This is an optimization exercise on Yosys and OpenROAD, whose aim is small area, not a production implementation.
Function was checked by simulation only, so behaviour that the tests miss may differ from the original.
No driver is modelled on the clock port, so clocking that relies on it looks cheaper here than on a real chip.
Power is estimated from default activity; no workload was simulated.

Setup of build 32:
==> flow/design.v (excerpt) <==
module deframer #(
    parameter MAX_LEN = 128                    
) (
    input  wire                   clk,
    input  wire                   rst,             
    input  wire                   in_vld,
    input  wire                   in_bit,
    input  wire [15:0]            cfg_sync,
    input  wire                   cfg_has_crc,
    input  wire                   cfg_check_crc,
    input  wire [15:0]            cfg_poly,
    output reg                    ev_valid,
    output wire [1:0]             ev_kind,         
    output wire                   ev_ok,
    output wire [7:0]             ev_len,
    output wire [8*MAX_LEN-1:0]   ev_data,         
    output wire [15:0]            ev_crc_calc,
    output wire [15:0]            ev_crc_recv
);
    localparam [1:0] ST_SEARCH  = 2'd0,
                     ST_LENGTH  = 2'd1,
                     ST_PAYLOAD = 2'd2,
                     ST_TRAILER = 2'd3;
    reg  [1:0]  st;
    reg  [15:0] sr;            
    reg  [2:0]  bcnt;          
    reg  [6:0]  kcnt;          
    reg  [7:0]  len;
    reg  [15:0] crc;           
    reg         mism;          
    reg  [8*MAX_LEN-1:0] pbuf;
    wire [15:0] shifted   = {sr[14:0], in_bit};
    wire        byte_end  = (bcnt == 3'd7);
    wire [7:0]  kcnt_inc  = {1'b0, kcnt} + 8'd1;
    wire        last_byte = (kcnt_inc == len);
    wire        verify_en = cfg_has_crc & cfg_check_crc;
    wire        match = ev_valid ? ({15'd0, in_bit} == cfg_sync)
                                 : (shifted == cfg_sync);
    wire [15:0] crc_next = {crc[14:0], 1'b0} ^ (cfg_poly & {16{crc[15] ^ in_bit}});
    wire        step  = in_vld & ~rst;
    wire        pay   = (st == ST_PAYLOAD);
    wire        stb   = step & byte_end;
    wire        wr    = stb & pay;
    wire [7:0]  even_byte = kcnt[0] ? shifted[15:8] : shifted[7:0];
    wire [15:0] pair_data = {shifted[7:0], even_byte};
    genvar k;
    generate
        for (k = 0; k < MAX_LEN / 2; k = k + 1) begin : g_pair
            wire sel  = pay & (kcnt[6:1] == k);
            wire hold = ~sel;
            wire load = sel & stb;
            always @(posedge clk)
  ...
==> flow/config.mk <==
export PLATFORM = sky130hd
export DESIGN_NAME = deframer
export DESIGN_NICKNAME = deframer
export VERILOG_FILES = /design/flow/design.v
export SDC_FILE = /design/flow/constraint.sdc
export NUM_CORES = 4
export LEC_CHECK = 0
export CAP_MARGIN = 0
export CORE_AREA = 2.3 2.72 473.7 101.28
export DIE_AREA = 0 0 476 104
export SLEW_MARGIN = 0
==> flow/constraint.sdc <==
create_clock -name core_clock -period 10.0 [get_ports {clk}]
set_input_delay 2.0000 -clock core_clock [delete_from_list [all_inputs] [get_ports {clk}]]
set_output_delay 2.0000 -clock core_clock [all_outputs]
set_load 0.01 [all_outputs]
standard.sh (not shown) runs the stock make flow with config.mk's settings and CLKGATE_MAP_FILE= SYNTH_SCRIPT=/design/flow/synth_recipe.tcl, a recipe that flattens the netlist after the stock synthesis.
==> flow/flow/run.sh <==
#!/bin/bash
# Standard ORFS layout (the standard.sh) with:
#  - port buffers made from the smallest buffer cell,
#  - clock tree from clkbuf_16 buffers (up to 28 sinks) without dummy loads,
#  - leaf clock buffers with a high estimated clock-pin slew upsized
#    after CTS (flow/post_cts.tcl).
set -euo pipefail
here=$(pwd)
bash standard.sh \
  'BUFFER_PORTS_ARGS=-buffer_cell sky130_fd_sc_hd__buf_1' \
  'CTS_ARGS=-sink_clustering_enable -repair_clock_nets -dont_use_dummy_load -buf_list sky130_fd_sc_hd__clkbuf_16 -sink_clustering_size 28 -sink_clustering_max_diameter 50' \
  "POST_CTS_TCL=$here/flow/post_cts.tcl" \
  finish > flow_standard.log 2>&1
==> flow/flow/post_cts.tcl <==
# Upsize clock leaf buffers whose flip-flop clock pins have a high
# estimated slew, then legalize the placement again.
estimate_parasitics -placement
set limit 0.098
set worst [dict create]
foreach pin [all_registers -clock_pins -edge_triggered] {
  set w 0
  foreach e {rise fall} {
    foreach a {min max} {
      set s [get_property $pin slew_${a}_$e]
      if {$s > $w} { set w $s }
    }
  }
  set drv [get_pins -of_objects [get_nets -of_objects $pin] -filter "direction==output"]
  set inst [get_full_name [get_cells -of_objects $drv]]
  if {![dict exists $worst $inst] || [dict get $worst $inst] < $w} { dict set worst $inst $w }
}
set n 0
foreach inst [dict keys $worst] {
  set w [dict get $worst $inst]
  set master [get_property [get_cells $inst] ref_name]
  if {$w > $limit && $master ne "sky130_fd_sc_hd__clkbuf_16"} {
    puts "post_cts: $inst ($master) clock pin slew $w, upsized"
    replace_cell [get_cells $inst] sky130_fd_sc_hd__clkbuf_16
    incr n
  }
}
puts "post_cts: upsized $n clock buffers"
if {$n > 0} {
  detailed_placement
  check_placement -verbose
  estimate_parasitics -placement
}
--- input diff build 32..build 9 ---
Settings: setting PLACE_DENSITY_LB_ADDON to 0.0 for the first time; changing SLEW_MARGIN from 0 to 5; setting GPL_ROUTABILITY_DRIVEN to 0 for the first time; changing CAP_MARGIN from 0 to 5.
- Looking at the reports, build 9 completed the entire flow and the layout it produced met the timing, DRC and antenna checks.
- Between build 32 and build 9, the difference in finished layout cell area is negligible.
- Build 9 reports a higher setup slack after layout than build 32 does.
- Relative to build 32, data required time of the critical path increased by 40 ps in build 9.
- Comparing build 9 against build 32, there is no change at all in count of mapped cells out of synthesis.
- Min number of detailed-routing iterations run before antenna repair across build 32 and build 9: build 32
- Between build 9 and build 32, the post-CTS clock slew at the launch and capture registers of the worst setup and hold paths figures differ only marginally.
- Build 9 against build 32: routed wire length shrank by 1.1%; non-clock buffer count held steady; fmax grew by 0.0014 GHz.
#### Input delta (build 61 over build 9)
Settings: GPL_ROUTABILITY_DRIVEN: 0 -> unset; PLACE_DENSITY_LB_ADDON: 0.0 -> unset.
Where worst slack on hold paths is concerned, build 9 is outperformed by build 61.
As far as die area goes, build 9 and build 61 are indistinguishable; the numbers are identical.
Diff build 61..build 9 | number of nets in the finished design | negligible
For total power of the final layout, build 61 and build 9 come out practically identical.
Going from build 9 to build 61, met1 layer wirelength in the final routing climbed 0.95%, non-clock buffer instance count of the final layout barely changed, worst-margin pin slew climbed 19 ps, logic depth of the worst path, buffers included dropped 1.
From build 9 to build 61 the numbers moved as follows: clock power held steady, minimum clock period grew by 21 ps.
Changes in build 33 relative to build 61:
-- flow/flow/run.sh --
<<< build 61, line 10
  'BUFFER_PORTS_ARGS=-buffer_cell sky130_fd_sc_hd__buf_1' \
  'CTS_ARGS=-sink_clustering_enable -repair_clock_nets -dont_use_dummy_load -buf_list sky130_fd_sc_hd__clkbuf_16 -sink_clustering_size 28 -sink_clustering_max_diameter 50' \
  "POST_CTS_TCL=$here/flow/post_cts.tcl" \
>>> build 33, line 10
  'BUFFER_PORTS_ARGS=-buffer_cell sky130_fd_sc_hd__buf_1' \
  'CTS_ARGS=-sink_clustering_enable -repair_clock_nets -dont_use_dummy_load -buf_list sky130_fd_sc_hd__clkbuf_16 -sink_clustering_size 30 -sink_clustering_max_diameter 40' \
  "POST_CTS_TCL=$here/flow/post_cts.tcl" \
[summary]
- Routed metal-1 wire length (higher): build 61
- Diff build 61..build 33 | count of different cell masters after synthesis | unchanged
- Compared with build 61, placement density in the core of build 33 is lower.
- Post-detailed-route via-to-cell ratio ends up higher on build 61.
- Least setup slack across all paths after layout ended up 13 ps higher on build 33 than on build 61.
- Between build 33 and build 61, the hold slack does not differ in any meaningful way.
- Build 61 and build 33 ended up with nearly the same total leakage power.

## port drivers added, routing unchanged
The flow's constraints put no driver on any port. The routed layouts listed below were extracted and timed again, unchanged, in two steps. Step 1, drivers: a clkbuf_16 drives clk and a buf_2 each remaining input, both assumed. Step 2 also shifts input and output timing later by t, the mid clock arrival at the registers, as if the neighbouring blocks saw the same clock. Three values: ideal, step 1, step 2; two values: the first two.
run	t, ns	setup slack, ns	worst hold slack (ns)	worst data-port slew with drivers (ns)
build 32	0.682	6.052 / 6.048 / 5.413	0.459 / 0.459 / 0.459	0.09
build 9	0.683	6.073 / 6.024 / 5.441	0.456 / 0.456 / 0.456	0.07
build 61	0.682	6.052 / 6.048 / 5.413	0.459 / 0.459 / 0.459	0.09
build 33	0.694	6.065 / 6.013 / 5.420	0.461 / 0.461 / 0.461	0.09
After both steps every run listed still meets setup and hold. For build 33, which loses most, drivers alone change the setup slack by -0.052 ns; drivers and shift together by -0.645 ns.
